This design comes from an exercise in tuning for small area on the open sky130 flow, not from production work. RTL that was checked went through simulation tests only; none was proved equivalent to the original. Only the layout flow was run in run 1; the RTL was not checked for function there. Power figures rest on the tool's default switching activity, not on a simulated workload.

`flow/flow/run.sh`:
```
#!/bin/bash
# The standard layout (standard.sh, standard synthesis script), with:
#  * DONT_USE_CELLS: the platform's list plus the larger drive strengths of
#    the logic cells (flow/dont_use.txt), so that synthesis maps the
#    single-gate modules of the RTL to the smallest cells;
#  * port buffers of the smallest buffer cell (buf_1) instead of the cell
#    buffer_ports picks by default;
#  * a clock tree of clkbuf_4 cells, one sink cluster and no dummy loads.
# The whole output of the flow goes to standard_flow.log; ORFS keeps each
# step's log under orfs/logs/.
set -euo pipefail
here=$(cd "$(dirname "$0")" && pwd)
DONT_USE=$(cat "$here/dont_use.txt")
CTS="-sink_clustering_enable -repair_clock_nets -dont_use_dummy_load"
CTS="$CTS -buf_list sky130_fd_sc_hd__clkbuf_4 -root_buf sky130_fd_sc_hd__clkbuf_4"
CTS="$CTS -sink_clustering_buffer sky130_fd_sc_hd__clkbuf_4"
CTS="$CTS -sink_clustering_size 30 -sink_clustering_max_diameter 300"
bash standard.sh "DONT_USE_CELLS=$DONT_USE" \
    "BUFFER_PORTS_ARGS=-buffer_cell sky130_fd_sc_hd__buf_1" \
    "CTS_ARGS=$CTS" finish > standard_flow.log 2>&1
```
`flow/flow/dont_use.txt`:
```
sky130_fd_sc_hd__probe_p_8 sky130_fd_sc_hd__probec_p_8 sky130_fd_sc_hd__lpflow_bleeder_1 sky130_fd_sc_hd__lpflow_bleeder_1 sky130_fd_sc_hd__lpflow_clkbufkapwr_1 sky130_fd_sc_hd__lpflow_clkbufkapwr_16 sky130_fd_sc_hd__lpflow_clkbufkapwr_2 sky130_fd_sc_hd__lpflow_clkbufkapwr_4 sky130_fd_sc_hd__lpflow_clkbufkapwr_8 sky130_fd_sc_hd__lpflow_clkinvkapwr_1 sky130_fd_sc_hd__lpflow_clkinvkapwr_16 sky130_fd_sc_hd__lpflow_clkinvkapwr_2 sky130_fd_sc_hd__lpflow_clkinvkapwr_4 sky130_fd_sc_hd__lpflow_clkinvkapwr_8 sky130_fd_sc_hd__lpflow_decapkapwr_12 sky130_fd_sc_hd__lpflow_decapkapwr_3 sky130_fd_sc_hd__lpflow_decapkapwr_4 sky130_fd_sc_hd__lpflow_decapkapwr_6 sky130_fd_sc_hd__lpflow_decapkapwr_8 sky130_fd_sc_hd__lpflow_inputiso0n_1 sky130_fd_sc_hd__lpflow_inputiso0p_1 sky130_fd_sc_hd__lpflow_inputiso1n_1 sky130_fd_sc_hd__lpflow_inputiso1p_1 sky130_fd_sc_hd__lpflow_inputisolatch_1 sky130_fd_sc_hd__lpflow_isobufsrc_1 sky130_fd_sc_hd__lpflow_isobufsrc_16 sky130_fd_sc_hd__lpflow_isobufsrc_2 sky130_fd_sc_hd__lpflow_isobufsrc_4 sky130_fd_sc_hd__lpflow_isobufsrc_8 sky130_fd_sc_hd__lpflow_isobufsrckapwr_16 sky130_fd_sc_hd__lpflow_lsbuf_lh_hl_isowell_tap_1 sky130_fd_sc_hd__lpflow_lsbuf_lh_hl_isowell_tap_2 sky130_fd_sc_hd__lpflow_lsbuf_lh_hl_isowell_tap_4 sky130_fd_sc_hd__lpflow_lsbuf_lh_isowell_4 sky130_fd_sc_hd__lpflow_lsbuf_lh_isowell_tap_1 sky130_fd_sc_hd__lpflow_lsbuf_lh_isowell_tap_2 sky130_fd_sc_hd__lpflow_lsbuf_lh_isowell_tap_4  sky130_fd_sc_hd__a2111o_2 sky130_fd_sc_hd__a2111o_4 sky130_fd_sc_hd__a2111oi_2 sky130_fd_sc_hd__a2111oi_4 sky130_fd_sc_hd__a211o_2 sky130_fd_sc_hd__a211o_4 sky130_fd_sc_hd__a211oi_2 sky130_fd_sc_hd__a211oi_4 sky130_fd_sc_hd__a21bo_2 sky130_fd_sc_hd__a21bo_4 sky130_fd_sc_hd__a21boi_2 sky130_fd_sc_hd__a21boi_4 sky130_fd_sc_hd__a21o_2 sky130_fd_sc_hd__a21o_4 sky130_fd_sc_hd__a21oi_2 sky130_fd_sc_hd__a21oi_4 sky130_fd_sc_hd__a221o_2 sky130_fd_sc_hd__a221o_4 sky130_fd_sc_hd__a221oi_2 sky130_fd_sc_hd__a221oi_4 sky130_fd_sc_hd__a22o_2 sky130_fd_sc_hd__a22o_4 sky130_fd_sc_hd__a22oi_2 sky130_fd_sc_hd__a22oi_4 sky130_fd_sc_hd__a2bb2o_2 sky130_fd_sc_hd__a2bb2o_4 sky130_fd_sc_hd__a2bb2oi_2 sky130_fd_sc_hd__a2bb2oi_4 sky130_fd_sc_hd__a311o_2 sky130_fd_sc_hd__a311o_4 sky130_fd_sc_hd__a311oi_2 sky130_fd_sc_hd__a311oi_4 sky130_fd_sc_hd__a31o_2 sky130_fd_sc_hd__a31o_4 sky130_fd_sc_hd__a31oi_2 sky130_fd_sc_hd__a31oi_4 sky130_fd_sc_hd__a32o_2 sky130_fd_sc_hd__a32o_4 sky130_fd_sc_hd__a32oi_2 sky130_fd_sc_hd__a32oi_4 sky130_fd_sc_hd__a41o_2 sky130_fd_sc_hd__a41o_4 sky130_fd_sc_hd__a41oi_2 sky130_fd_sc_hd__a41oi_4 sky130_fd_sc_hd__and2_2 sky130_fd_sc_hd__and2_4 sky130_fd_sc_hd__and2b_2 sky130_fd_sc_hd__and2b_4 sky130_fd_sc_hd__and3_2 sky130_fd_sc_hd__and3_4 sky130_fd_sc_hd__and3b_2 sky130_fd_sc_hd__and3b_4 sky130_fd_sc_hd__and4_2 sky130_fd_sc_hd__and4_4 sky130_fd_sc_hd__and4b_2 sky130_fd_sc_hd__and4b_4 sky130_fd_sc_hd__and4bb_2 sky130_fd_sc_hd__and4bb_4 sky130_fd_sc_hd__dfbbn_2 sky130_fd_sc_hd__dfrbp_2 sky130_fd_sc_hd__dfrtp_2 sky130_fd_sc_hd__dfrtp_4 sky130_fd_sc_hd__dfsbp_2 sky130_fd_sc_hd__dfstp_2 sky130_fd_sc_hd__dfstp_4 sky130_fd_sc_hd__dlclkp_2 sky130_fd_sc_hd__dlclkp_4 sky130_fd_sc_hd__dlrbn_2 sky130_fd_sc_hd__dlrbp_2 sky130_fd_sc_hd__dlrtn_2 sky130_fd_sc_hd__dlrtn_4 sky130_fd_sc_hd__dlrtp_2 sky130_fd_sc_hd__dlrtp_4 sky130_fd_sc_hd__dlxbn_2 sky130_fd_sc_hd__dlxtn_2 sky130_fd_sc_hd__dlxtn_4 sky130_fd_sc_hd__ebufn_2 sky130_fd_sc_hd__ebufn_4 sky130_fd_sc_hd__ebufn_8 sky130_fd_sc_hd__einvn_2 sky130_fd_sc_hd__einvn_4 sky130_fd_sc_hd__einvn_8 sky130_fd_sc_hd__einvp_2 sky130_fd_sc_hd__einvp_4 sky130_fd_sc_hd__einvp_8 sky130_fd_sc_hd__fa_2 sky130_fd_sc_hd__fa_4 sky130_fd_sc_hd__ha_2 sky130_fd_sc_hd__ha_4 sky130_fd_sc_hd__inv_12 sky130_fd_sc_hd__inv_16 sky130_fd_sc_hd__inv_2 sky130_fd_sc_hd__inv_4 sky130_fd_sc_hd__inv_6 sky130_fd_sc_hd__inv_8 sky130_fd_sc_hd__maj3_2 sky130_fd_sc_hd__maj3_4 sky130_fd_sc_hd__mux2_2 sky130_fd_sc_hd__mux2_4 sky130_fd_sc_hd__mux2_8 sky130_fd_sc_hd__mux2i_2 sky130_fd_sc_hd__mux2i_4 sky130_fd_sc_hd__mux4_2 sky130_fd_sc_hd__mux4_4 sky130_fd_sc_hd__nand2_2 sky130_fd_sc_hd__nand2_4 sky130_fd_sc_hd__nand2_8 sky130_fd_sc_hd__nand2b_2 sky130_fd_sc_hd__nand2b_4 sky130_fd_sc_hd__nand3_2 sky130_fd_sc_hd__nand3_4 sky130_fd_sc_hd__nand3b_2 sky130_fd_sc_hd__nand3b_4 sky130_fd_sc_hd__nand4_2 sky130_fd_sc_hd__nand4_4 sky130_fd_sc_hd__nand4b_2 sky130_fd_sc_hd__nand4b_4 sky130_fd_sc_hd__nand4bb_2 sky130_fd_sc_hd__nand4bb_4 sky130_fd_sc_hd__nor2_2 sky130_fd_sc_hd__nor2_4 sky130_fd_sc_hd__nor2_8 sky130_fd_sc_hd__nor2b_2 sky130_fd_sc_hd__nor2b_4 sky130_fd_sc_hd__nor3_2 sky130_fd_sc_hd__nor3_4 sky130_fd_sc_hd__nor3b_2 sky130_fd_sc_hd__nor3b_4 sky130_fd_sc_hd__nor4_2 sky130_fd_sc_hd__nor4_4 sky130_fd_sc_hd__nor4b_2 sky130_fd_sc_hd__nor4b_4 sky130_fd_sc_hd__nor4bb_2 sky130_fd_sc_hd__nor4bb_4 sky130_fd_sc_hd__o2111a_2 sky130_fd_sc_hd__o2111a_4 sky130_fd_sc_hd__o2111ai_2 sky130_fd_sc_hd__o2111ai_4 sky130_fd_sc_hd__o211a_2 sky130_fd_sc_hd__o211a_4 sky130_fd_sc_hd__o211ai_2 sky130_fd_sc_hd__o211ai_4 sky130_fd_sc_hd__o21a_2 sky130_fd_sc_hd__o21a_4 sky130_fd_sc_hd__o21ai_2 sky130_fd_sc_hd__o21ai_4 sky130_fd_sc_hd__o21ba_2 sky130_fd_sc_hd__o21ba_4 sky130_fd_sc_hd__o21bai_2 sky130_fd_sc_hd__o21bai_4 sky130_fd_sc_hd__o221a_2 sky130_fd_sc_hd__o221a_4 sky130_fd_sc_hd__o221ai_2 sky130_fd_sc_hd__o221ai_4 sky130_fd_sc_hd__o22a_2 sky130_fd_sc_hd__o22a_4 sky130_fd_sc_hd__o22ai_2 sky130_fd_sc_hd__o22ai_4 sky130_fd_sc_hd__o2bb2a_2 sky130_fd_sc_hd__o2bb2a_4 sky130_fd_sc_hd__o2bb2ai_2 sky130_fd_sc_hd__o2bb2ai_4 sky130_fd_sc_hd__o311a_2 sky130_fd_sc_hd__o311a_4 sky130_fd_sc_hd__o311ai_2 sky130_fd_sc_hd__o311ai_4 sky130_fd_sc_hd__o31a_2 sky130_fd_sc_hd__o31a_4 sky130_fd_sc_hd__o31ai_2 sky130_fd_sc_hd__o31ai_4 sky130_fd_sc_hd__o32a_2 sky130_fd_sc_hd__o32a_4 sky130_fd_sc_hd__o32ai_2 sky130_fd_sc_hd__o32ai_4 sky130_fd_sc_hd__o41a_2 sky130_fd_sc_hd__o41a_4 sky130_fd_sc_hd__o41ai_2 sky130_fd_sc_hd__o41ai_4 sky130_fd_sc_hd__or2_2 sky130_fd_sc_hd__or2_4 sky130_fd_sc_hd__or2b_2 sky130_fd_sc_hd__or2b_4 sky130_fd_sc_hd__or3_2 sky130_fd_sc_hd__or3_4 sky130_fd_sc_hd__or3b_2 sky130_fd_sc_hd__or3b_4 sky130_fd_sc_hd__or4_2 sky130_fd_sc_hd__or4_4 sky130_fd_sc_hd__or4b_2 sky130_fd_sc_hd__or4b_4 sky130_fd_sc_hd__or4bb_2 sky130_fd_sc_hd__or4bb_4 sky130_fd_sc_hd__sdfbbn_2 sky130_fd_sc_hd__sdfrbp_2 sky130_fd_sc_hd__sdfrtp_2 sky130_fd_sc_hd__sdfrtp_4 sky130_fd_sc_hd__sdfsbp_2 sky130_fd_sc_hd__sdfstp_2 sky130_fd_sc_hd__sdfstp_4 sky130_fd_sc_hd__sdfxbp_2 sky130_fd_sc_hd__sdfxtp_2 sky130_fd_sc_hd__sdfxtp_4 sky130_fd_sc_hd__sdlclkp_2 sky130_fd_sc_hd__sdlclkp_4 sky130_fd_sc_hd__sedfxbp_2 sky130_fd_sc_hd__sedfxtp_2 sky130_fd_sc_hd__sedfxtp_4 sky130_fd_sc_hd__xnor2_2 sky130_fd_sc_hd__xnor2_4 sky130_fd_sc_hd__xnor3_2 sky130_fd_sc_hd__xnor3_4 sky130_fd_sc_hd__xor2_2 sky130_fd_sc_hd__xor2_4 sky130_fd_sc_hd__xor3_2 sky130_fd_sc_hd__xor3_4
```
`flow/standard.sh`:
```
#!/bin/bash
# synth_recipe.tcl (not shown) runs the flow's synth.tcl, then flattens the netlist and writes it again
# the make line also repeats each setting of config.mk as NAME=value (left out here)
make -C /OpenROAD-flow-scripts/flow DESIGN_CONFIG=/design/flow/config.mk WORK_HOME=/design/flow/orfs CLKGATE_MAP_FILE= SYNTH_SCRIPT=/design/flow/synth_recipe.tcl "${@:-finish}"
```
`flow/config.mk`:
```
export PLATFORM = sky130hd
export DESIGN_NAME = rc5_decoder
export DESIGN_NICKNAME = rc5_decoder
export VERILOG_FILES = /design/flow/design.v
export SDC_FILE = /design/flow/constraint.sdc
export NUM_CORES = 4
export LEC_CHECK = 0
export CAP_MARGIN = 20
export CORE_MARGIN = 2
export CORE_UTILIZATION = 40
export SETUP_SLACK_MARGIN = -0.4
export SLEW_MARGIN = 20
export SYNTH_HIERARCHICAL = 1
export SYNTH_MINIMUM_KEEP_SIZE = 0
```
`flow/constraint.sdc`:
```
create_clock -name core_clock -period 8.0 [get_ports {clk}]
set_input_delay 1.6000 -clock core_clock [delete_from_list [all_inputs] [get_ports {clk}]]
set_output_delay 1.6000 -clock core_clock [all_outputs]
set_load 0.01 [all_outputs]
```
`flow/design.v`:
```
module rc5_decoder (
    input  wire        clk,
    input  wire        rst,           
    input  wire        req_valid,
    input  wire [35:0] req,
    input  wire [31:0] LOW_BOUND,
    input  wire [31:0] HIGH_BOUND,
    output wire [16:0] rsp,
    output wire        available,
    output wire        evt_en,
    output wire        tick_clr
);
    reg        p1, p0;
    reg [13:0] shn;                  
    wire [31:0] ticks = req[31:0];
    wire [15:0] w     = req[15:0];
    wire        o2    = req[35];
    wire        o1    = req[34];
    wire        o0    = req[33];
    wire [32:1] lc, hc;
    wire t_n0;
    rc5_inv   u_ti0 (.a(ticks[0]), .y(t_n0));
    rc5_nor2  u_lc0 (.a(t_n0), .b(LOW_BOUND[0]), .y(lc[1]));    
    rc5_nand2 u_hc0 (.a(t_n0), .b(HIGH_BOUND[0]), .y(hc[1]));    
    wire t_n1, l_nor1, l_nand1, h_nor1, h_nand1;
    rc5_inv   u_ti1 (.a(ticks[1]), .y(t_n1));
    rc5_nor2  u_lo1 (.a(t_n1), .b(LOW_BOUND[1]), .y(l_nor1));
    rc5_nand2 u_la1 (.a(t_n1), .b(LOW_BOUND[1]), .y(l_nand1));
    rc5_nor2  u_ho1 (.a(t_n1), .b(HIGH_BOUND[1]), .y(h_nor1));
    rc5_nand2 u_ha1 (.a(t_n1), .b(HIGH_BOUND[1]), .y(h_nand1));
    rc5_o21ai u_lc1 (.a1(l_nor1), .a2(lc[1]), .b1(l_nand1), .y(lc[2]));
    rc5_o21ai u_hc1 (.a1(h_nor1), .a2(hc[1]), .b1(h_nand1), .y(hc[2]));
    wire t_n2;
    rc5_inv   u_ti2 (.a(ticks[2]), .y(t_n2));
    rc5_maj3  u_lc2 (.a(t_n2), .b(LOW_BOUND[2]), .c(lc[2]), .y(lc[3]));
    rc5_maj3  u_hc2 (.a(t_n2), .b(HIGH_BOUND[2]), .c(hc[2]), .y(hc[3]));
    wire t_n3;
    rc5_inv   u_ti3 (.a(ticks[3]), .y(t_n3));
    rc5_maj3  u_lc3 (.a(t_n3), .b(LOW_BOUND[3]), .c(lc[3]), .y(lc[4]));
    rc5_maj3  u_hc3 (.a(t_n3), .b(HIGH_BOUND[3]), .c(hc[3]), .y(hc[4]));
    wire t_n4;
    rc5_inv   u_ti4 (.a(ticks[4]), .y(t_n4));
    rc5_maj3  u_lc4 (.a(t_n4), .b(LOW_BOUND[4]), .c(lc[4]), .y(lc[5]));
    rc5_maj3  u_hc4 (.a(t_n4), .b(HIGH_BOUND[4]), .c(hc[4]), .y(hc[5]));
    wire t_n5;
    rc5_inv   u_ti5 (.a(ticks[5]), .y(t_n5));
    rc5_maj3  u_lc5 (.a(t_n5), .b(LOW_BOUND[5]), .c(lc[5]), .y(lc[6]));
    rc5_maj3  u_hc5 (.a(t_n5), .b(HIGH_BOUND[5]), .c(hc[5]), .y(hc[6]));
    wire t_n6;
    rc5_inv   u_ti6 (.a(ticks[6]), .y(t_n6));
    rc5_maj3  u_lc6 (.a(t_n6), .b(LOW_BOUND[6]), .c(lc[6]), .y(lc[7]));
    rc5_maj3  u_hc6 (.a(t_n6), .b(HIGH_BOUND[6]), .c(hc[6]), .y(hc[7]));
    wire t_n7;
    rc5_inv   u_ti7 (.a(ticks[7]), .y(t_n7));
    rc5_maj3  u_lc7 (.a(t_n7), .b(LOW_BOUND[7]), .c(lc[7]), .y(lc[8]));
    rc5_maj3  u_hc7 (.a(t_n7), .b(HIGH_BOUND[7]), .c(hc[7]), .y(hc[8]));
    wire lb_n8, hb_n8, l_and8, l_or8, h_and8, h_or8;
    rc5_inv   u_li8 (.a(LOW_BOUND[8]), .y(lb_n8));
    rc5_inv   u_hi8 (.a(HIGH_BOUND[8]), .y(hb_n8));
    rc5_nor2  u_la8 (.a(ticks[8]), .b(lb_n8), .y(l_and8));
    rc5_nand2 u_lo8 (.a(ticks[8]), .b(lb_n8), .y(l_or8));
    rc5_nor2  u_ha8 (.a(ticks[8]), .b(hb_n8), .y(h_and8));
    rc5_nand2 u_ho8 (.a(ticks[8]), .b(hb_n8), .y(h_or8));
    rc5_o21ai u_lc8 (.a1(l_and8), .a2(lc[8]), .b1(l_or8), .y(lc[9]));
    rc5_o21ai u_hc8 (.a1(h_and8), .a2(hc[8]), .b1(h_or8), .y(hc[9]));
    wire t_n9, l_nor9, l_nand9, h_nor9, h_nand9;
    rc5_inv   u_ti9 (.a(ticks[9]), .y(t_n9));
    rc5_nor2  u_lo9 (.a(t_n9), .b(LOW_BOUND[9]), .y(l_nor9));
    rc5_nand2 u_la9 (.a(t_n9), .b(LOW_BOUND[9]), .y(l_nand9));
    rc5_nor2  u_ho9 (.a(t_n9), .b(HIGH_BOUND[9]), .y(h_nor9));
    rc5_nand2 u_ha9 (.a(t_n9), .b(HIGH_BOUND[9]), .y(h_nand9));
    rc5_o21ai u_lc9 (.a1(l_nor9), .a2(lc[9]), .b1(l_nand9), .y(lc[10]));
    rc5_o21ai u_hc9 (.a1(h_nor9), .a2(hc[9]), .b1(h_nand9), .y(hc[10]));
    wire lb_n10, hb_n10, l_and10, l_or10, h_and10, h_or10;
    rc5_inv   u_li10 (.a(LOW_BOUND[10]), .y(lb_n10));
    rc5_inv   u_hi10 (.a(HIGH_BOUND[10]), .y(hb_n10));
    rc5_nor2  u_la10 (.a(ticks[10]), .b(lb_n10), .y(l_and10));
    rc5_nand2 u_lo10 (.a(ticks[10]), .b(lb_n10), .y(l_or10));
    rc5_nor2  u_ha10 (.a(ticks[10]), .b(hb_n10), .y(h_and10));
    rc5_nand2 u_ho10 (.a(ticks[10]), .b(hb_n10), .y(h_or10));
    rc5_o21ai u_lc10 (.a1(l_and10), .a2(lc[10]), .b1(l_or10), .y(lc[11]));
    rc5_o21ai u_hc10 (.a1(h_and10), .a2(hc[10]), .b1(h_or10), .y(hc[11]));
    wire t_n11, l_nor11, l_nand11, h_nor11, h_nand11;
    rc5_inv   u_ti11 (.a(ticks[11]), .y(t_n11));
    rc5_nor2  u_lo11 (.a(t_n11), .b(LOW_BOUND[11]), .y(l_nor11));
    rc5_nand2 u_la11 (.a(t_n11), .b(LOW_BOUND[11]), .y(l_nand11));
    rc5_nor2  u_ho11 (.a(t_n11), .b(HIGH_BOUND[11]), .y(h_nor11));
    rc5_nand2 u_ha11 (.a(t_n11), .b(HIGH_BOUND[11]), .y(h_nand11));
    rc5_o21ai u_lc11 (.a1(l_nor11), .a2(lc[11]), .b1(l_nand11), .y(lc[12]));
    rc5_o21ai u_hc11 (.a1(h_nor11), .a2(hc[11]), .b1(h_nand11), .y(hc[12]));
    wire lb_n12, hb_n12, l_and12, l_or12, h_and12, h_or12;
    rc5_inv   u_li12 (.a(LOW_BOUND[12]), .y(lb_n12));
    rc5_inv   u_hi12 (.a(HIGH_BOUND[12]), .y(hb_n12));
    rc5_nor2  u_la12 (.a(ticks[12]), .b(lb_n12), .y(l_and12));
    rc5_nand2 u_lo12 (.a(ticks[12]), .b(lb_n12), .y(l_or12));
    rc5_nor2  u_ha12 (.a(ticks[12]), .b(hb_n12), .y(h_and12));
    rc5_nand2 u_ho12 (.a(ticks[12]), .b(hb_n12), .y(h_or12));
    rc5_o21ai u_lc12 (.a1(l_and12), .a2(lc[12]), .b1(l_or12), .y(lc[13]));
    rc5_o21ai u_hc12 (.a1(h_and12), .a2(hc[12]), .b1(h_or12), .y(hc[13]));
    wire t_n13, l_nor13, l_nand13, h_nor13, h_nand13;
    rc5_inv   u_ti13 (.a(ticks[13]), .y(t_n13));
    rc5_nor2  u_lo13 (.a(t_n13), .b(LOW_BOUND[13]), .y(l_nor13));
    rc5_nand2 u_la13 (.a(t_n13), .b(LOW_BOUND[13]), .y(l_nand13));
    rc5_nor2  u_ho13 (.a(t_n13), .b(HIGH_BOUND[13]), .y(h_nor13));
    rc5_nand2 u_ha13 (.a(t_n13), .b(HIGH_BOUND[13]), .y(h_nand13));
    rc5_o21ai u_lc13 (.a1(l_nor13), .a2(lc[13]), .b1(l_nand13), .y(lc[14]));
    rc5_o21ai u_hc13 (.a1(h_nor13), .a2(hc[13]), .b1(h_nand13), .y(hc[14]));
    wire lb_n14, hb_n14, l_and14, l_or14, h_and14, h_or14;
    rc5_inv   u_li14 (.a(LOW_BOUND[14]), .y(lb_n14));
    rc5_inv   u_hi14 (.a(HIGH_BOUND[14]), .y(hb_n14));
    rc5_nor2  u_la14 (.a(ticks[14]), .b(lb_n14), .y(l_and14));
    rc5_nand2 u_lo14 (.a(ticks[14]), .b(lb_n14), .y(l_or14));
    rc5_nor2  u_ha14 (.a(ticks[14]), .b(hb_n14), .y(h_and14));
    rc5_nand2 u_ho14 (.a(ticks[14]), .b(hb_n14), .y(h_or14));
    rc5_o21ai u_lc14 (.a1(l_and14), .a2(lc[14]), .b1(l_or14), .y(lc[15]));
    rc5_o21ai u_hc14 (.a1(h_and14), .a2(hc[14]), .b1(h_or14), .y(hc[15]));
    wire t_n15, l_nor15, l_nand15, h_nor15, h_nand15;
    rc5_inv   u_ti15 (.a(ticks[15]), .y(t_n15));
    rc5_nor2  u_lo15 (.a(t_n15), .b(LOW_BOUND[15]), .y(l_nor15));
    rc5_nand2 u_la15 (.a(t_n15), .b(LOW_BOUND[15]), .y(l_nand15));
    rc5_nor2  u_ho15 (.a(t_n15), .b(HIGH_BOUND[15]), .y(h_nor15));
    rc5_nand2 u_ha15 (.a(t_n15), .b(HIGH_BOUND[15]), .y(h_nand15));
    rc5_o21ai u_lc15 (.a1(l_nor15), .a2(lc[15]), .b1(l_nand15), .y(lc[16]));
    rc5_o21ai u_hc15 (.a1(h_nor15), .a2(hc[15]), .b1(h_nand15), .y(hc[16]));
    wire lb_n16, hb_n16, l_and16, l_or16, h_and16, h_or16;
    rc5_inv   u_li16 (.a(LOW_BOUND[16]), .y(lb_n16));
    rc5_inv   u_hi16 (.a(HIGH_BOUND[16]), .y(hb_n16));
    rc5_nor2  u_la16 (.a(ticks[16]), .b(lb_n16), .y(l_and16));
    rc5_nand2 u_lo16 (.a(ticks[16]), .b(lb_n16), .y(l_or16));
    rc5_nor2  u_ha16 (.a(ticks[16]), .b(hb_n16), .y(h_and16));
    rc5_nand2 u_ho16 (.a(ticks[16]), .b(hb_n16), .y(h_or16));
    rc5_o21ai u_lc16 (.a1(l_and16), .a2(lc[16]), .b1(l_or16), .y(lc[17]));
    rc5_o21ai u_hc16 (.a1(h_and16), .a2(hc[16]), .b1(h_or16), .y(hc[17]));
    wire t_n17, l_nor17, l_nand17, h_nor17, h_nand17;
    rc5_inv   u_ti17 (.a(ticks[17]), .y(t_n17));
    rc5_nor2  u_lo17 (.a(t_n17), .b(LOW_BOUND[17]), .y(l_nor17));
    rc5_nand2 u_la17 (.a(t_n17), .b(LOW_BOUND[17]), .y(l_nand17));
    rc5_nor2  u_ho17 (.a(t_n17), .b(HIGH_BOUND[17]), .y(h_nor17));
    rc5_nand2 u_ha17 (.a(t_n17), .b(HIGH_BOUND[17]), .y(h_nand17));
    rc5_o21ai u_lc17 (.a1(l_nor17), .a2(lc[17]), .b1(l_nand17), .y(lc[18]));
    rc5_o21ai u_hc17 (.a1(h_nor17), .a2(hc[17]), .b1(h_nand17), .y(hc[18]));
    wire lb_n18, hb_n18, l_and18, l_or18, h_and18, h_or18;
    rc5_inv   u_li18 (.a(LOW_BOUND[18]), .y(lb_n18));
    rc5_inv   u_hi18 (.a(HIGH_BOUND[18]), .y(hb_n18));
    rc5_nor2  u_la18 (.a(ticks[18]), .b(lb_n18), .y(l_and18));
    rc5_nand2 u_lo18 (.a(ticks[18]), .b(lb_n18), .y(l_or18));
    rc5_nor2  u_ha18 (.a(ticks[18]), .b(hb_n18), .y(h_and18));
    rc5_nand2 u_ho18 (.a(ticks[18]), .b(hb_n18), .y(h_or18));
    rc5_o21ai u_lc18 (.a1(l_and18), .a2(lc[18]), .b1(l_or18), .y(lc[19]));
    rc5_o21ai u_hc18 (.a1(h_and18), .a2(hc[18]), .b1(h_or18), .y(hc[19]));
    wire t_n19, l_nor19, l_nand19, h_nor19, h_nand19;
    rc5_inv   u_ti19 (.a(ticks[19]), .y(t_n19));
    rc5_nor2  u_lo19 (.a(t_n19), .b(LOW_BOUND[19]), .y(l_nor19));
    rc5_nand2 u_la19 (.a(t_n19), .b(LOW_BOUND[19]), .y(l_nand19));
    rc5_nor2  u_ho19 (.a(t_n19), .b(HIGH_BOUND[19]), .y(h_nor19));
    rc5_nand2 u_ha19 (.a(t_n19), .b(HIGH_BOUND[19]), .y(h_nand19));
    rc5_o21ai u_lc19 (.a1(l_nor19), .a2(lc[19]), .b1(l_nand19), .y(lc[20]));
    rc5_o21ai u_hc19 (.a1(h_nor19), .a2(hc[19]), .b1(h_nand19), .y(hc[20]));
    wire lb_n20, hb_n20, l_and20, l_or20, h_and20, h_or20;
    rc5_inv   u_li20 (.a(LOW_BOUND[20]), .y(lb_n20));
    rc5_inv   u_hi20 (.a(HIGH_BOUND[20]), .y(hb_n20));
    rc5_nor2  u_la20 (.a(ticks[20]), .b(lb_n20), .y(l_and20));
    rc5_nand2 u_lo20 (.a(ticks[20]), .b(lb_n20), .y(l_or20));
    rc5_nor2  u_ha20 (.a(ticks[20]), .b(hb_n20), .y(h_and20));
    rc5_nand2 u_ho20 (.a(ticks[20]), .b(hb_n20), .y(h_or20));
    rc5_o21ai u_lc20 (.a1(l_and20), .a2(lc[20]), .b1(l_or20), .y(lc[21]));
    rc5_o21ai u_hc20 (.a1(h_and20), .a2(hc[20]), .b1(h_or20), .y(hc[21]));
    wire t_n21, l_nor21, l_nand21, h_nor21, h_nand21;
    rc5_inv   u_ti21 (.a(ticks[21]), .y(t_n21));
    rc5_nor2  u_lo21 (.a(t_n21), .b(LOW_BOUND[21]), .y(l_nor21));
    rc5_nand2 u_la21 (.a(t_n21), .b(LOW_BOUND[21]), .y(l_nand21));
    rc5_nor2  u_ho21 (.a(t_n21), .b(HIGH_BOUND[21]), .y(h_nor21));
    rc5_nand2 u_ha21 (.a(t_n21), .b(HIGH_BOUND[21]), .y(h_nand21));
    rc5_o21ai u_lc21 (.a1(l_nor21), .a2(lc[21]), .b1(l_nand21), .y(lc[22]));
    rc5_o21ai u_hc21 (.a1(h_nor21), .a2(hc[21]), .b1(h_nand21), .y(hc[22]));
    wire lb_n22, hb_n22, l_and22, l_or22, h_and22, h_or22;
    rc5_inv   u_li22 (.a(LOW_BOUND[22]), .y(lb_n22));
    rc5_inv   u_hi22 (.a(HIGH_BOUND[22]), .y(hb_n22));
    rc5_nor2  u_la22 (.a(ticks[22]), .b(lb_n22), .y(l_and22));
    rc5_nand2 u_lo22 (.a(ticks[22]), .b(lb_n22), .y(l_or22));
    rc5_nor2  u_ha22 (.a(ticks[22]), .b(hb_n22), .y(h_and22));
    rc5_nand2 u_ho22 (.a(ticks[22]), .b(hb_n22), .y(h_or22));
    rc5_o21ai u_lc22 (.a1(l_and22), .a2(lc[22]), .b1(l_or22), .y(lc[23]));
    rc5_o21ai u_hc22 (.a1(h_and22), .a2(hc[22]), .b1(h_or22), .y(hc[23]));
    wire t_n23, l_nor23, l_nand23, h_nor23, h_nand23;
    rc5_inv   u_ti23 (.a(ticks[23]), .y(t_n23));
    rc5_nor2  u_lo23 (.a(t_n23), .b(LOW_BOUND[23]), .y(l_nor23));
    rc5_nand2 u_la23 (.a(t_n23), .b(LOW_BOUND[23]), .y(l_nand23));
    rc5_nor2  u_ho23 (.a(t_n23), .b(HIGH_BOUND[23]), .y(h_nor23));
    rc5_nand2 u_ha23 (.a(t_n23), .b(HIGH_BOUND[23]), .y(h_nand23));
    rc5_o21ai u_lc23 (.a1(l_nor23), .a2(lc[23]), .b1(l_nand23), .y(lc[24]));
    rc5_o21ai u_hc23 (.a1(h_nor23), .a2(hc[23]), .b1(h_nand23), .y(hc[24]));
    wire lb_n24, hb_n24, l_and24, l_or24, h_and24, h_or24;
    rc5_inv   u_li24 (.a(LOW_BOUND[24]), .y(lb_n24));
    rc5_inv   u_hi24 (.a(HIGH_BOUND[24]), .y(hb_n24));
    rc5_nor2  u_la24 (.a(ticks[24]), .b(lb_n24), .y(l_and24));
    rc5_nand2 u_lo24 (.a(ticks[24]), .b(lb_n24), .y(l_or24));
    rc5_nor2  u_ha24 (.a(ticks[24]), .b(hb_n24), .y(h_and24));
    rc5_nand2 u_ho24 (.a(ticks[24]), .b(hb_n24), .y(h_or24));
    rc5_o21ai u_lc24 (.a1(l_and24), .a2(lc[24]), .b1(l_or24), .y(lc[25]));
    rc5_o21ai u_hc24 (.a1(h_and24), .a2(hc[24]), .b1(h_or24), .y(hc[25]));
    wire t_n25, l_nor25, l_nand25, h_nor25, h_nand25;
    rc5_inv   u_ti25 (.a(ticks[25]), .y(t_n25));
    rc5_nor2  u_lo25 (.a(t_n25), .b(LOW_BOUND[25]), .y(l_nor25));
    rc5_nand2 u_la25 (.a(t_n25), .b(LOW_BOUND[25]), .y(l_nand25));
    rc5_nor2  u_ho25 (.a(t_n25), .b(HIGH_BOUND[25]), .y(h_nor25));
    rc5_nand2 u_ha25 (.a(t_n25), .b(HIGH_BOUND[25]), .y(h_nand25));
    rc5_o21ai u_lc25 (.a1(l_nor25), .a2(lc[25]), .b1(l_nand25), .y(lc[26]));
    rc5_o21ai u_hc25 (.a1(h_nor25), .a2(hc[25]), .b1(h_nand25), .y(hc[26]));
    wire lb_n26, hb_n26, l_and26, l_or26, h_and26, h_or26;
    rc5_inv   u_li26 (.a(LOW_BOUND[26]), .y(lb_n26));
    rc5_inv   u_hi26 (.a(HIGH_BOUND[26]), .y(hb_n26));
    rc5_nor2  u_la26 (.a(ticks[26]), .b(lb_n26), .y(l_and26));
    rc5_nand2 u_lo26 (.a(ticks[26]), .b(lb_n26), .y(l_or26));
    rc5_nor2  u_ha26 (.a(ticks[26]), .b(hb_n26), .y(h_and26));
    rc5_nand2 u_ho26 (.a(ticks[26]), .b(hb_n26), .y(h_or26));
    rc5_o21ai u_lc26 (.a1(l_and26), .a2(lc[26]), .b1(l_or26), .y(lc[27]));
    rc5_o21ai u_hc26 (.a1(h_and26), .a2(hc[26]), .b1(h_or26), .y(hc[27]));
    wire t_n27, l_nor27, l_nand27, h_nor27, h_nand27;
    rc5_inv   u_ti27 (.a(ticks[27]), .y(t_n27));
    rc5_nor2  u_lo27 (.a(t_n27), .b(LOW_BOUND[27]), .y(l_nor27));
    rc5_nand2 u_la27 (.a(t_n27), .b(LOW_BOUND[27]), .y(l_nand27));
    rc5_nor2  u_ho27 (.a(t_n27), .b(HIGH_BOUND[27]), .y(h_nor27));
    rc5_nand2 u_ha27 (.a(t_n27), .b(HIGH_BOUND[27]), .y(h_nand27));
    rc5_o21ai u_lc27 (.a1(l_nor27), .a2(lc[27]), .b1(l_nand27), .y(lc[28]));
    rc5_o21ai u_hc27 (.a1(h_nor27), .a2(hc[27]), .b1(h_nand27), .y(hc[28]));
    wire lb_n28, hb_n28, l_and28, l_or28, h_and28, h_or28;
    rc5_inv   u_li28 (.a(LOW_BOUND[28]), .y(lb_n28));
    rc5_inv   u_hi28 (.a(HIGH_BOUND[28]), .y(hb_n28));
    rc5_nor2  u_la28 (.a(ticks[28]), .b(lb_n28), .y(l_and28));
    rc5_nand2 u_lo28 (.a(ticks[28]), .b(lb_n28), .y(l_or28));
    rc5_nor2  u_ha28 (.a(ticks[28]), .b(hb_n28), .y(h_and28));
    rc5_nand2 u_ho28 (.a(ticks[28]), .b(hb_n28), .y(h_or28));
    rc5_o21ai u_lc28 (.a1(l_and28), .a2(lc[28]), .b1(l_or28), .y(lc[29]));
    rc5_o21ai u_hc28 (.a1(h_and28), .a2(hc[28]), .b1(h_or28), .y(hc[29]));
    wire t_n29, l_nor29, l_nand29, h_nor29, h_nand29;
    rc5_inv   u_ti29 (.a(ticks[29]), .y(t_n29));
    rc5_nor2  u_lo29 (.a(t_n29), .b(LOW_BOUND[29]), .y(l_nor29));
    rc5_nand2 u_la29 (.a(t_n29), .b(LOW_BOUND[29]), .y(l_nand29));
    rc5_nor2  u_ho29 (.a(t_n29), .b(HIGH_BOUND[29]), .y(h_nor29));
    rc5_nand2 u_ha29 (.a(t_n29), .b(HIGH_BOUND[29]), .y(h_nand29));
    rc5_o21ai u_lc29 (.a1(l_nor29), .a2(lc[29]), .b1(l_nand29), .y(lc[30]));
    rc5_o21ai u_hc29 (.a1(h_nor29), .a2(hc[29]), .b1(h_nand29), .y(hc[30]));
    wire lb_n30, hb_n30, l_and30, l_or30, h_and30, h_or30;
    rc5_inv   u_li30 (.a(LOW_BOUND[30]), .y(lb_n30));
    rc5_inv   u_hi30 (.a(HIGH_BOUND[30]), .y(hb_n30));
    rc5_nor2  u_la30 (.a(ticks[30]), .b(lb_n30), .y(l_and30));
    rc5_nand2 u_lo30 (.a(ticks[30]), .b(lb_n30), .y(l_or30));
    rc5_nor2  u_ha30 (.a(ticks[30]), .b(hb_n30), .y(h_and30));
    rc5_nand2 u_ho30 (.a(ticks[30]), .b(hb_n30), .y(h_or30));
    rc5_o21ai u_lc30 (.a1(l_and30), .a2(lc[30]), .b1(l_or30), .y(lc[31]));
    rc5_o21ai u_hc30 (.a1(h_and30), .a2(hc[30]), .b1(h_or30), .y(hc[31]));
    wire t_n31, l_nor31, l_nand31, h_nor31, h_nand31;
    rc5_inv   u_ti31 (.a(ticks[31]), .y(t_n31));
    rc5_nor2  u_lo31 (.a(t_n31), .b(LOW_BOUND[31]), .y(l_nor31));
    rc5_nand2 u_la31 (.a(t_n31), .b(LOW_BOUND[31]), .y(l_nand31));
    rc5_nor2  u_ho31 (.a(t_n31), .b(HIGH_BOUND[31]), .y(h_nor31));
    rc5_nand2 u_ha31 (.a(t_n31), .b(HIGH_BOUND[31]), .y(h_nand31));
    rc5_o21ai u_lc31 (.a1(l_nor31), .a2(lc[31]), .b1(l_nand31), .y(lc[32]));
    rc5_o21ai u_hc31 (.a1(h_nor31), .a2(hc[31]), .b1(h_nand31), .y(hc[32]));
    wire is_long;
    rc5_nor2b u_long (.a(lc[32]), .b(hc[32]), .y(is_long));    
    wire en, x10, nd, deliver, arm_n;
    rc5_or2    u_en   (.a(p1), .b(p0), .y(en));                        
    rc5_xor2   u_x10  (.a(o1), .b(o0), .y(x10));
    rc5_nand3  u_nd   (.a(req_valid), .b(x10), .c(en), .y(nd));
    rc5_nor3   u_dlv  (.a(nd), .b(o2), .c(rst), .y(deliver));
    assign tick_clr = deliver;
    rc5_nand4b u_arm  (.a(o2), .b(req_valid), .c(o1), .d(o0), .y(arm_n));  
    wire eL_n, eP;
    rc5_mux2i  u_el   (.s(o0), .a1(is_long), .a0(req[1]), .y(eL_n));    
    rc5_mux2   u_ep   (.s(o0), .a1(req[32]), .a0(req[0]), .y(eP));
    wire nb, y_bad, m_err_n, err, emit, d_a, d_b, done;
    rc5_xnor2  u_nb   (.a(shn[0]), .b(p0), .y(nb));                    
    rc5_xnor2  u_ybad (.a(eP), .b(nb), .y(y_bad));                     
    rc5_maj3   u_merr (.a(eL_n), .b(shn[13]), .c(p0), .y(m_err_n));
    rc5_nand2b u_err  (.a(y_bad), .b(m_err_n), .y(err));               
    rc5_nand2  u_emit (.a(p0), .b(eL_n), .y(emit));                    
    rc5_nor2   u_da   (.a(nb), .b(shn[12]), .y(d_a));                  
    rc5_nor2   u_db   (.a(shn[0]), .b(shn[13]), .y(d_b));              
    rc5_mux2   u_done (.s(emit), .a1(d_a), .a0(d_b), .y(done));
    wire p1_d, p1_m_n, z, p0_d, p0_m_n, p1_nx, p0_nx;
    rc5_o21ai  u_p1d  (.a1(err), .a2(done), .b1(p1), .y(p1_d));         
    rc5_mux2i  u_p1m  (.s(deliver), .a1(p1_d), .a0(p1), .y(p1_m_n));
    rc5_nor3b  u_p1n  (.a(rst), .b(p1_m_n), .c(arm_n), .y(p1_nx));
    rc5_nor2b  u_z    (.a(d_a), .b(emit), .y(z));                      
    rc5_or3b   u_p0d  (.a(err), .b(z), .c(p1), .y(p0_d));              
    rc5_mux2i  u_p0m  (.s(deliver), .a1(p0_d), .a0(p0), .y(p0_m_n));
    rc5_a21oi  u_p0n2 (.a1(arm_n), .a2(p0_m_n), .b1(rst), .y(p0_nx));    
    wire p1_n, sft_n, shift, h13_n, nbit_n;
    rc5_inv    u_p1n2 (.a(p1), .y(p1_n));
    rc5_nand3  u_sft  (.a(deliver), .b(p1), .c(emit), .y(sft_n));      
    rc5_o21a   u_shf  (.a1(p1_n), .a2(emit), .b1(deliver), .y(shift));  
    rc5_or2    u_h13  (.a(shift), .b(rst), .y(h13_n));                 
    rc5_nor2b  u_nbit (.a(nb), .b(p1), .y(nbit_n));                    
    wire [13:0] shn_nx;
    genvar k;
    generate
        for (k = 1; k < 13; k = k + 1) begin : g_sh
            rc5_o22a u_sh (.a1(sft_n), .a2(shn[k-1]), .b1(shift), .b2(shn[k]), .y(shn_nx[k]));
        end
    endgenerate
    rc5_mux2 u_sh0  (.s(shift), .a1(nbit_n), .a0(shn[0]), .y(shn_nx[0]));
    rc5_o22a u_sh13 (.a1(sft_n), .a2(shn[12]), .b1(h13_n), .b2(shn[13]), .y(shn_nx[13]));
    always @(posedge clk) begin
        p1  <= p1_nx;
        p0  <= p0_nx;
        shn <= shn_nx;
    end
    wire g, avail, ga_n, take_n, xcmd, xtog, xaddr;
    rc5_and3b  u_g    (.a(rst), .b(req_valid), .c(o2), .y(g));         
    rc5_nor2   u_av   (.a(en), .b(shn[13]), .y(avail));                
    rc5_nand2  u_ga   (.a(g), .b(avail), .y(ga_n));
    rc5_or3    u_take (.a(o1), .b(o0), .c(ga_n), .y(take_n));          
    rc5_and3b  u_xc   (.a(o1), .b(g), .c(o0), .y(xcmd));
    rc5_and3b  u_xt   (.a(o0), .b(g), .c(o1), .y(xtog));
    rc5_and3   u_xa   (.a(g), .b(o1), .c(o0), .y(xaddr));
    assign available = avail;
    assign evt_en    = en;
    rc5_o31a   u_r16  (.a1(o1), .a2(o0), .a3(avail), .b1(g), .y(rsp[16]));
    assign rsp[15:14] = 2'b00;
    generate
        for (k = 6; k < 14; k = k + 1) begin : g_rw
            rc5_nor2 u_r (.a(take_n), .b(shn[k]), .y(rsp[k]));
        end
        for (k = 1; k < 5; k = k + 1) begin : g_rc
            wire c_n, a_n;
            rc5_nand2  u_c (.a(xcmd), .b(w[k]), .y(c_n));
            rc5_nand2  u_a (.a(xaddr), .b(w[k+6]), .y(a_n));
            rc5_o211ai u_r (.a1(take_n), .a2(shn[k]), .b1(c_n), .c1(a_n), .y(rsp[k]));
        end
    endgenerate
    wire r5_c, r0_ct, r0_a;
    rc5_nand2  u_r5c (.a(xcmd), .b(w[5]), .y(r5_c));
    rc5_o21ai  u_r5  (.a1(take_n), .a2(shn[5]), .b1(r5_c), .y(rsp[5]));
    rc5_a22oi  u_r0c (.a1(xcmd), .a2(w[0]), .b1(xtog), .b2(w[11]), .y(r0_ct));
    rc5_nand2  u_r0a (.a(xaddr), .b(w[6]), .y(r0_a));
    rc5_o211ai u_r0  (.a1(take_n), .a2(shn[0]), .b1(r0_ct), .c1(r0_a), .y(rsp[0]));
endmodule
module rc5_inv    (input wire a, output wire y);                          assign y = ~a;                  endmodule
module rc5_nand2  (input wire a, input wire b, output wire y);            assign y = ~(a & b);            endmodule
module rc5_nor2   (input wire a, input wire b, output wire y);            assign y = ~(a | b);            endmodule
module rc5_or2    (input wire a, input wire b, output wire y);            assign y = a | b;               endmodule
module rc5_xor2   (input wire a, input wire b, output wire y);            assign y = a ^ b;               endmodule
module rc5_xnor2  (input wire a, input wire b, output wire y);            assign y = ~(a ^ b);            endmodule
module rc5_nor2b  (input wire a, input wire b, output wire y);            assign y = ~a & b;              endmodule
module rc5_nand2b (input wire a, input wire b, output wire y);            assign y = a | ~b;              endmodule
module rc5_nand3  (input wire a, input wire b, input wire c, output wire y); assign y = ~(a & b & c);     endmodule
module rc5_nor3   (input wire a, input wire b, input wire c, output wire y); assign y = ~(a | b | c);     endmodule
module rc5_and3   (input wire a, input wire b, input wire c, output wire y); assign y = a & b & c;        endmodule
module rc5_and3b  (input wire a, input wire b, input wire c, output wire y); assign y = ~a & b & c;       endmodule
module rc5_nor3b  (input wire a, input wire b, input wire c, output wire y); assign y = ~a & ~b & c;      endmodule
module rc5_or3b   (input wire a, input wire b, input wire c, output wire y); assign y = a | b | ~c;       endmodule
module rc5_maj3   (input wire a, input wire b, input wire c, output wire y); assign y = (a & b) | (c & (a | b)); endmodule
module rc5_nand4b (input wire a, input wire b, input wire c, input wire d, output wire y); assign y = ~(~a & b & c & d); endmodule
module rc5_mux2   (input wire s, input wire a1, input wire a0, output wire y); assign y = s ? a1 : a0;     endmodule
module rc5_mux2i  (input wire s, input wire a1, input wire a0, output wire y); assign y = ~(s ? a1 : a0);  endmodule
module rc5_o21ai  (input wire a1, input wire a2, input wire b1, output wire y); assign y = ~((a1 | a2) & b1); endmodule
module rc5_or3    (input wire a, input wire b, input wire c, output wire y); assign y = a | b | c;        endmodule
module rc5_o21a   (input wire a1, input wire a2, input wire b1, output wire y); assign y = (a1 | a2) & b1;  endmodule
module rc5_o22a   (input wire a1, input wire a2, input wire b1, input wire b2, output wire y);
    assign y = (a1 | a2) & (b1 | b2);
endmodule
module rc5_o211ai (input wire a1, input wire a2, input wire b1, input wire c1, output wire y);
    assign y = ~((a1 | a2) & b1 & c1);
endmodule
module rc5_a21oi  (input wire a1, input wire a2, input wire b1, output wire y); assign y = ~((a1 & a2) | b1); endmodule
module rc5_o31a   (input wire a1, input wire a2, input wire a3, input wire b1, output wire y);
    assign y = (a1 | a2 | a3) & b1;
endmodule
module rc5_a22oi  (input wire a1, input wire a2, input wire b1, input wire b2, output wire y);
    assign y = ~((a1 & a2) | (b1 & b2));
endmodule
```
==> flow_summary.rst, run 1 <==
.. list-table::
   :header-rows: 1

   * - Metric
     - Value
   * - Run status
     - no timing/DRC/antenna violations
   * - Setup violators final
     - 0
   * - Sequential cell area fraction in the yosys report
     - 18.26%
   * - Count of boundary I/O pins
     - 123
   * - Reg-to-reg critical path endpoint
     - shn[0]$_DFF_P_
   * - Reg2Reg Launch Point
     - p0$_DFF_P_
   * - Row Count
     - 24
   * - Fin Hold WS
     - 0.5109 ns
   * - Die Area
     - 4931 sq um
   * - End of the critical path
     - p0$_DFF_P_
   * - Minimum setup slack after placement
     - -0.1873 ns
   * - Area used by multi-input combinational logic
     - 1254 sq um
   * - Type of the most critical hold path
     - flop to flop
   * - Worst-path cell with the longest stage delay
     - sky130_fd_sc_hd__maj3_1
   * - Uppermost layer routed
     - met4
   * - Final Hold Fails
     - 0
   * - Synthesized-area fraction occupied by xor and xnor cells
     - 1.498%
   * - Worst setup path startpoint
     - req[1]
   * - Slew Limit Fails
     - 0
   * - Largest area contributor in the synthesized netlist
     - sky130_fd_sc_hd__dfxtp_1
   * - Multiplexer area fraction after synthesis
     - 3.638%
   * - Post-detailed-placement half-perimeter wirelength
     - 4.442 mm
   * - Root buffer cell
     - sky130_fd_sc_hd__clkbuf_4
   * - I/O Buffers
     - 120
   * - Vias in the first global route
     - 2,006
   * - Top post-synthesis cells by area
     - sky130_fd_sc_hd__dfxtp_1, sky130_fd_sc_hd__o21ai_1, sky130_fd_sc_hd__nand2_1
   * - Post-synthesis cell area
     - 1754 sq um
   * - DRT Pass-1 Iters
     - 4
   * - Sw Ratio
     - 33.09%
   * - Slowest Stage Delay on Critical Path
     - 0.37 ns
   * - Final core utilization
     - 54.17%
   * - Reported net switching power
     - 75.61 uW
   * - Register share of total power
     - 44.2%
   * - Slew @ Worst Pin
     - 0.6116 ns
   * - Clock group share of total power
     - 17.5%
   * - Pin count of the biggest net entering global routing
     - 15
   * - Met3 Wirelength
     - 338 um
   * - Length of routed met2 wiring
     - 2.376 mm
   * - Total cell area at the placement stage
     - 2296 sq um
   * - Clock transition at the registers of the reported paths
     - 0.08 ns
   * - Chip Height
     - 70.22 um
   * - Sinks on the clock net
     - 16
   * - DRC Markers
     - 0
   * - Via density per instance
     - 4.689
   * - Synth-to-layout area growth
     - 32.60%
   * - Maximum VDD drop
     - 0.08803 mV
   * - Fraction of layout instances using a drive strength above 1
     - 2.093%
   * - Global-route wire length before repair
     - 8.714 mm
   * - Compound-Gate Fraction of Synth Area
     - 25.11%
   * - Fin Clk Skew
     - 0.01046 ns
   * - Width of the chip
     - 70.22 um
   * - Setup ws final
     - 0.2005 ns
   * - Flip-flop and latch area
     - 320.3 sq um
   * - Synth cell types
     - 29
   * - Int Pwr
     - 152.9 uW
   * - Clock insertion delay at the later pin of the skew report
     - 0.28 ns
   * - H-tree depth
     - 1
   * - Post-route minimum period
     - 7.800 ns
   * - Final Non-Filler Cells
     - 482
   * - Setup crit end kind
     - flop
   * - Syn. warnings
     - 7
   * - Power per cell area
     - 98.24 nW/um^2
   * - DR WL/cell
     - 10.63 um
   * - Static leakage
     - 0.001032 uW
   * - Max-cap violations
     - 0
   * - TritonCTS clock tree
     - yes
   * - Cell count after synthesis
     - 302
   * - Dominant combinational cell family by area after synthesis
     - simple AND/OR/NAND/NOR gates
   * - Clk buf depth
     - 2
   * - Worst R2R Path Depth
     - 5
   * - Initial cell density of the core
     - 40.85%
   * - Synth Area in Simple Gates
     - 33.38%
   * - Global routing usage summed across all routing layers
     - 20.98%
   * - Share of the cycle needed by the critical path after routing
     - 97.49%
   * - Diodes inserted
     - 0
   * - Final-stage net count
     - 535
   * - Register-to-Register Setup Slack
     - 6.12 ns
   * - Core area
     - 4294 sq um
   * - Flops & latches, synth
     - 16
   * - Cell repeated most along the worst path
     - sky130_fd_sc_hd__o21ai_1
   * - Share of total power in combinational logic
     - 38.4%
   * - Remaining global-route overflow
     - 0
   * - Routability congestion estimate from global placement
     - 0.8795
   * - Fmax
     - 128.2 MHz
   * - Crit Path Max Fanout
     - 4
   * - Dpl cells
     - 478
   * - Total vias in the final route
     - 2,260
   * - Iteration-0 DRC Markers
     - 91
   * - Initial antenna violation count
     - 0
   * - Wire length the detailed router placed on met1
     - 2.396 mm
   * - Required time of the critical path
     - 8.16 ns
   * - Data arrival time at the worst-slack endpoint
     - 7.96 ns
   * - Proportion of netlist area held by the largest area contributor
     - 18.26%
   * - CP startpoint kind
     - input pin
   * - Final Instance Area
     - 2326 sq um
   * - Final WL
     - 5.126 mm
   * - Worst Setup Path Type
     - input pin to flop
   * - Antenna-violating nets left
     - 0
   * - Total CTS buffers
     - 3
   * - # fillers
     - 488
   * - Average cell area after synthesis
     - 5.809 sq um
   * - Post-synthesis share of cell area spent on full adders, half adders and majority gates
     - 7.418%
   * - Relative slew slack
     - 58.91%
[cells by family after synthesis]
| family | Yosys count |
|---|---|
| AO/OA/AOI/OAI | 74 |
| XOR/XNOR | 3 |
| adder cells (fa/ha/maj) | 13 |
| buffers and inverters | 47 |
| flip-flops | 16 |
| multiplexers | 6 |
| other | 1 |
| AND/OR/NAND/NOR | 142 |
[layer usage]
metal / global-route usage [%] / up-vias
met4: 4.701 / 0
met2: 36.37 / 74
li1: - / 1242
met3: 1.732 / 2
met1: 28.21 / 942
met5: 0 / -
[critical path, delay by kind of cell]
kind | cells | cell delay [ns]
AO/OA/AOI/OAI | 26 | 2.81
buffers and inverters | 2 | 0.17
adder cells (fa/ha/maj) | 6 | 2.16
multiplexers | 2 | 0.32
AND/OR/NAND/NOR | 5 | 0.88
[metrics by stage]
step           TNS, ns  power, uW
2_1_floorplan        0      155.9
3_3_place_gp   -0.9039      189.2
3_5_place_dp   -0.8285      190.0
4_1_cts              0      231.0
5_1_grt         -3.003      250.2
6_report             0      228.5
[per-module statistics from Yosys (local to each module, per instance), a selection]
module / copies in the design / cells / area [sq um] / flops+latches
rc5_mux2i: 3 / 1 / 10.01 / 0
rc5_nand4b: 1 / 1 / 8.758 / 0
rc5_and3b: 3 / 1 / 8.758 / 0
rc5_a22oi: 1 / 1 / 7.507 / 0
rc5_o211ai: 5 / 1 / 7.507 / 0
rc5_or2: 2 / 1 / 6.256 / 0
rc5_o21ai: 52 / 1 / 5.005 / 0
rc5_nor3: 1 / 1 / 5.005 / 0
[power groups by stage]
stage               sequential, uW  combinational (uW)  clock (uW)
detailed placement             103                87.0           0
CTS                            101                87.7        42.2
finish                         101                87.7        39.9
floorplan                      101                55.3           0
global route                   103                 102        45.6
global placement               103                86.3           0
[cell usage after synthesis (all sizes together)]
master / n
conb: 1
nand2: 63
o21a: 1
o22a: 13
nor3: 1
and3b: 3
and3: 1
nand4b: 1
xnor2: 2
o21ai: 52
mux2: 3
a22oi: 1
or2: 2
nor3b: 1
nor2b: 3
xor2: 1
nand2b: 1
or3: 1
dfxtp: 16
o211ai: 5
a21oi: 1
or3b: 1
o31a: 1
maj3: 13
inv: 45
nor2: 62
mux2i: 3
nand3: 2
buf: 2
[state kept, by name (all words and copies together), names as in the netlist]
name / cells
p1: 1
shn: 14
p0: 1
[worst min path at each step]
| stage | start | endpoint | slack (ns) | cells past startpoint |
|---|---|---|---|---|
| after floorplan | shn[5]$_DFF_P_ | shn[5]$_DFF_P_ | 0.47 | 1 |
| after global placement | shn[5]$_DFF_P_ | shn[5]$_DFF_P_ | 0.50 | 1 |
| after detailed placement | shn[9]$_DFF_P_ | shn[9]$_DFF_P_ | 0.50 | 1 |
| after CTS | shn[11]$_DFF_P_ | shn[11]$_DFF_P_ | 0.52 | 1 |
| after global routing | shn[1]$_DFF_P_ | shn[2]$_DFF_P_ | 0.55 | 1 |
| final | shn[11]$_DFF_P_ | shn[11]$_DFF_P_ | 0.51 | 1 |
[final cells by class]
type                       instances  area share [%]
clock buffer                       3          0.9683
inverter                          45           7.262
multi-input combinational        240           53.90
sequential                        16           13.77
tap                               52           2.797
timing repair buffer             126           21.30
[timing repair]
item / 4_1_cts / 5_1_grt
hold buffers: 0 / 0
buffers inserted: 0 / 1
gates resized for setup: 0 / 0
endpoints found under the setup margin: 0 / 2
[cells in the final DEF (no fill, tap or decap), types with 2 or more instances in the layout]
master / instances
sky130_fd_sc_hd__buf_4: 6
sky130_fd_sc_hd__dfxtp_1: 16
sky130_fd_sc_hd__mux2_1: 3
sky130_fd_sc_hd__clkbuf_4: 3
sky130_fd_sc_hd__o21ai_1: 52
sky130_fd_sc_hd__maj3_1: 13
sky130_fd_sc_hd__nand2_1: 63
sky130_fd_sc_hd__o22a_1: 13
sky130_fd_sc_hd__or2_1: 2
sky130_fd_sc_hd__nand3_1: 2
sky130_fd_sc_hd__o211ai_1: 5
sky130_fd_sc_hd__buf_1: 120
sky130_fd_sc_hd__nor2_1: 62
sky130_fd_sc_hd__mux2i_1: 3
sky130_fd_sc_hd__xnor2_1: 2
sky130_fd_sc_hd__inv_1: 45
sky130_fd_sc_hd__conb_1: 2
sky130_fd_sc_hd__nor2b_1: 3
sky130_fd_sc_hd__and3b_1: 3
==> inputs of run 2 (changes only) <==
--- a/flow/design.v
+++ b/flow/design.v
@@ -46,14 +46,23 @@
     rc5_inv   u_ti5 (.a(ticks[5]), .y(t_n5));
     rc5_maj3  u_lc5 (.a(t_n5), .b(LOW_BOUND[5]), .c(lc[5]), .y(lc[6]));
     rc5_maj3  u_hc5 (.a(t_n5), .b(HIGH_BOUND[5]), .c(hc[5]), .y(hc[6]));
-    wire t_n6;
-    rc5_inv   u_ti6 (.a(ticks[6]), .y(t_n6));
-    rc5_maj3  u_lc6 (.a(t_n6), .b(LOW_BOUND[6]), .c(lc[6]), .y(lc[7]));
-    rc5_maj3  u_hc6 (.a(t_n6), .b(HIGH_BOUND[6]), .c(hc[6]), .y(hc[7]));
-    wire t_n7;
+    wire lb_n6, hb_n6, l_and6, l_or6, h_and6, h_or6;
+    rc5_inv   u_li6 (.a(LOW_BOUND[6]), .y(lb_n6));
+    rc5_inv   u_hi6 (.a(HIGH_BOUND[6]), .y(hb_n6));
+    rc5_nor2  u_la6 (.a(ticks[6]), .b(lb_n6), .y(l_and6));
+    rc5_nand2 u_lo6 (.a(ticks[6]), .b(lb_n6), .y(l_or6));
+    rc5_nor2  u_ha6 (.a(ticks[6]), .b(hb_n6), .y(h_and6));
+    rc5_nand2 u_ho6 (.a(ticks[6]), .b(hb_n6), .y(h_or6));
+    rc5_o21ai u_lc6 (.a1(l_and6), .a2(lc[6]), .b1(l_or6), .y(lc[7]));
+    rc5_o21ai u_hc6 (.a1(h_and6), .a2(hc[6]), .b1(h_or6), .y(hc[7]));
+    wire t_n7, l_nor7, l_nand7, h_nor7, h_nand7;
     rc5_inv   u_ti7 (.a(ticks[7]), .y(t_n7));
-    rc5_maj3  u_lc7 (.a(t_n7), .b(LOW_BOUND[7]), .c(lc[7]), .y(lc[8]));
-    rc5_maj3  u_hc7 (.a(t_n7), .b(HIGH_BOUND[7]), .c(hc[7]), .y(hc[8]));
+    rc5_nor2  u_lo7 (.a(t_n7), .b(LOW_BOUND[7]), .y(l_nor7));
+    rc5_nand2 u_la7 (.a(t_n7), .b(LOW_BOUND[7]), .y(l_nand7));
+    rc5_nor2  u_ho7 (.a(t_n7), .b(HIGH_BOUND[7]), .y(h_nor7));
+    rc5_nand2 u_ha7 (.a(t_n7), .b(HIGH_BOUND[7]), .y(h_nand7));
+    rc5_o21ai u_lc7 (.a1(l_nor7), .a2(lc[7]), .b1(l_nand7), .y(lc[8]));
+    rc5_o21ai u_hc7 (.a1(h_nor7), .a2(hc[7]), .b1(h_nand7), .y(hc[8]));
     wire lb_n8, hb_n8, l_and8, l_or8, h_and8, h_or8;
     rc5_inv   u_li8 (.a(LOW_BOUND[8]), .y(lb_n8));
     rc5_inv   u_hi8 (.a(HIGH_BOUND[8]), .y(hb_n8));
--- a/flow/config.mk
+++ b/flow/config.mk
@@ -8,7 +8,6 @@
 export CAP_MARGIN = 20
 export CORE_MARGIN = 2
 export CORE_UTILIZATION = 40
-export SETUP_SLACK_MARGIN = -0.4
 export SLEW_MARGIN = 20
 export SYNTH_HIERARCHICAL = 1
 export SYNTH_MINIMUM_KEEP_SIZE = 0
==> flow_summary.rst, run 2 <==
.. list-table::
   :header-rows: 1

   * - Metric
     - Value
   * - Run status
     - no timing/DRC/antenna violations
   * - Initial cell density of the core
     - 41.17% (+0.32 points)
   * - Fmax
     - 136.4 MHz (+6.4%)
   * - Most common cell after layout, fill and taps aside
     - sky130_fd_sc_hd__buf_1
   * - Syn. warnings
     - 7 (unchanged)
   * - Diodes inserted
     - 0 (unchanged)
   * - Slew @ Worst Pin
     - 0.6134 ns (+0.001812 ns)
   * - Post-route minimum period
     - 7.329 ns (-0.4700 ns)
   * - Final TNS setup
     - 0 ns (unchanged)
   * - Final Hold Fails
     - 0 (unchanged)
   * - Row Count
     - 24 (unchanged)
   * - Final WL
     - 5.186 mm (+1.2%)
   * - Static leakage
     - 0.001033 uW (+0.18%)
   * - Routability congestion estimate from global placement
     - 0.8703 (-1.0%)
   * - Setup crit end kind
     - flop
   * - Chip Height
     - 70.48 um (+0.37%)
   * - Largest registers
     - shn: 14 flops, p0: 1 flops, p1: 1 flops
   * - Maximum VDD drop
     - 0.1223 mV (+39%)
   * - CP startpoint kind
     - input pin
   * - Pin count of the biggest net entering global routing
     - 15 (unchanged)
   * - Die Area
     - 4967 sq um (+0.74%)
   * - Slew Limit Fails
     - 0 (unchanged)
   * - Via density per instance
     - 4.700 (+0.24%)
   * - Data arrival time at the worst-slack endpoint
     - 7.49 ns (-0.47 ns)
   * - Number of enable flip-flop cells after synthesis
     - 0 (unchanged)
   * - Proportion of netlist area held by the largest area contributor
     - 18.12% (-0.14 points)
   * - Global-route wire length before repair
     - 8.645 mm (-0.79%)
   * - Post_cts resized
     - 0 (unchanged)
   * - Synth cell types
     - 29 (unchanged)
   * - Highest-count cells in the layout ignoring fill and taps
     - sky130_fd_sc_hd__buf_1, sky130_fd_sc_hd__nand2_1, sky130_fd_sc_hd__nor2_1
   * - Clock transition at the registers of the reported paths
     - 0.07 ns (about the same)
   * - H-tree depth
     - 1 (unchanged)
   * - Sequential cell area fraction in the yosys report
     - 18.12% (-0.14 points)
   * - Clock insertion delay at the later pin of the skew report
     - 0.28 ns (about the same)
   * - Largest area contributor in the synthesized netlist
     - sky130_fd_sc_hd__dfxtp_1
   * - Share of the cycle needed by the critical path after routing
     - 91.62% (-5.9 points)
   * - Fraction of synthesis flops using an asynchronous set or reset pin
     - 0% (unchanged)
   * - Slowest Stage Delay on Critical Path
     - 0.37 ns (about the same)
   * - Worst-path cell with the longest stage delay
     - sky130_fd_sc_hd__maj3_1
   * - Fin Hold WS
     - 0.5134 ns (+0.002501 ns)
   * - Max-cap violations
     - 0 (unchanged)
   * - Worst Setup Path Type
     - input pin to flop
   * - Relative slew slack
     - 58.79% (-0.12 points)
   * - Top post-synthesis cells by area
     - sky130_fd_sc_hd__dfxtp_1, sky130_fd_sc_hd__o21ai_1, sky130_fd_sc_hd__nand2_1
   * - Remaining global-route overflow
     - 0 (unchanged)
   * - Power per cell area
     - 98.26 nW/um^2 (about the same)
   * - Most used standard cells in the synthesized netlist
     - sky130_fd_sc_hd__nand2_1, sky130_fd_sc_hd__nor2_1, sky130_fd_sc_hd__o21ai_1, sky130_fd_sc_hd__inv_1, sky130_fd_sc_hd__dfxtp_1
   * - Count of boundary I/O pins
     - 123 (unchanged)
   * - Average cell area after synthesis
     - 5.685 sq um (-2.1%)
   * - Synth Flop Type
     - sky130_fd_sc_hd__dfxtp_1
   * - Required time of the critical path
     - 8.16 ns (about the same)
   * - Dpl cells
     - 482 (+0.84%)
   * - Fin Clk Skew
     - 0.01037 ns (-0.00009630 ns)
   * - DRT Pass-1 Iters
     - 4 (unchanged)
   * - Largest register FFs
     - 14 (unchanged)
   * - Core area
     - 4294 sq um (unchanged)
   * - DR WL/cell
     - 10.65 um (+0.13%)
   * - Cell with the most instances after synthesis
     - sky130_fd_sc_hd__nand2_1
   * - Minimum setup slack after placement
     - 0.2855 ns (+0.4729 ns)
   * - Clk buf depth
     - 2 (unchanged)
   * - Root buffer cell
     - sky130_fd_sc_hd__clkbuf_4
   * - Number of hold buffers added after CTS
     - 0 (unchanged)
   * - Global routing usage summed across all routing layers
     - 20.52% (-0.46 points)
   * - Setup violators final
     - 0 (unchanged)
   * - # fillers
     - 490 (+0.41%)
   * - Final-stage net count
     - 540 (+0.93%)
   * - Iteration-0 DRC Markers
     - 73 (-20%)
   * - Initial antenna violation count
     - 0 (unchanged)
   * - I/O Buffers
     - 120 (unchanged)
   * - RSZ-0062 raised after global routing
     - false
   * - Post-detailed-placement half-perimeter wirelength
     - 4.484 mm (+0.96%)
   * - Post-synthesis cell area
     - 1768 sq um (+0.78%)
   * - Flops & latches, synth
     - 16 (unchanged)
   * - Type of the most critical hold path
     - flop to flop
   * - Cell count after synthesis
     - 311 (+3.0%)
   * - Total CTS buffers
     - 3 (unchanged)
   * - Biggest register
     - shn
   * - Sinks on the clock net
     - 16 (unchanged)
   * - Total vias in the final route
     - 2,289 (+1.3%)
   * - Width of the chip
     - 70.48 um (+0.37%)
   * - Register-to-Register Setup Slack
     - 5.83 ns (-0.29 ns)
   * - Cell repeated most along the worst path
     - sky130_fd_sc_hd__o21ai_1
   * - Final Non-Filler Cells
     - 487 (+1.0%)
   * - Antenna-violating nets left
     - 0 (unchanged)
   * - Setup ws final
     - 0.6705 ns (+0.4700 ns)
   * - Crit Path Max Fanout
     - 4 (unchanged)
   * - Vias in the first global route
     - 2,060 (+2.7%)
   * - Post-CTS Setup Repair Bufs
     - 0 (unchanged)
   * - Fraction of layout instances using a drive strength above 1
     - 1.149% (-0.94 points)
   * - Synth-to-layout area growth
     - 30.64%
   * - TritonCTS clock tree
     - yes
   * - DRC Markers
     - 0 (unchanged)
[run 2: cell type report]
type	instances	area, sq um	area share [%]
Tap cell	52	65.06	2.817
Sequential cell	16	320.3	13.87
Timing Repair Buffer	122	465.4	20.15
Inverter	46	172.7	7.476
Clock buffer	3	22.52	0.9751
Multi-Input combinational cell	248	1264	54.71
[run 2: power by group]
group          leakage, uW  switching, uW  internal (uW)
logic             0.000888           44.4           42.7
clock network    0.0000138           21.2           17.4
registers         0.000132           9.34           91.8
total              0.00103           75.0            152
[run 2: per-module statistics from Yosys, one instance, submodules excluded, excerpt]
module       area, sq um  flip-flops and latches  copies in the design  cells
rc5_decoder        339.1                      16                     1     19
rc5_mux2           11.26                       0                     3      1
rc5_maj3           10.01                       0                     9      1
rc5_and3b          8.758                       0                     3      1
rc5_xnor2          8.758                       0                     2      1
rc5_xor2           8.758                       0                     1      1
rc5_or3b           8.758                       0                     1      1
rc5_o22a           8.758                       0                    13      1
rc5_o21a           7.507                       0                     1      1
rc5_and3           6.256                       0                     1      1
rc5_nand2b         6.256                       0                     1      1
rc5_nand3          5.005                       0                     2      1
rc5_nor3           5.005                       0                     1      1
rc5_nand2          3.754                       0                    67      1
[run 2: cells by family after synthesis]
kind of cell	after synthesis	synth area share, %
mux	6	3.609
xor+xnor	3	1.486
other cells	1	0.2121
compound gates	78	26.04
buf+inv	48	10.62
fa+ha+maj	9	5.096
simple gates	150	34.82
flops	16	18.12
[run 2: metrics by stage]
step | total power, uW | utilization [%] | cell area (sq um)
after global routing | 247.7 | 53.79 | 2310
after global placement | 188.8 | 52.91 | 2272
after CTS | 230.2 | 53.44 | 2295
after detailed placement | 190.3 | 52.91 | 2272
final | 226.9 | 53.79 | 2310
after floorplan | 156.3 | - | 1772
[run 2: per-layer routing]
metal | share of wire [%] | track usage (%) | routed length [um] | vias up
met5 | 0 | 0 | 0 | -
met4 | 1.7 | 5.769 | 89 | 0
met3 | 7.4 | 1.876 | 384 | 10
met2 | 45 | 34.59 | 2313 | 72
met1 | 46 | 27.73 | 2398 | 948
li1 | - | - | - | 1259
[run 2: critical path: cells and delay by family]
kind,cells,cell delay [ns]
buffers and inverters,2,0.22
AOI/OAI and AO/OA,28,3.02
adders and majority gates,4,1.43
muxes,2,0.33
and+or+nand+nor,5,0.88
[run 2: final timing paths]
check                                     start              end  cells past startpoint
worst max-delay path                     req[1]       p0$_DFF_P_                     41
worst min-delay path            shn[11]$_DFF_P_  shn[11]$_DFF_P_                      1
worst max register to register       p1$_DFF_P_  shn[13]$_DFF_P_                      5
worst min register to register  shn[11]$_DFF_P_  shn[11]$_DFF_P_                      1
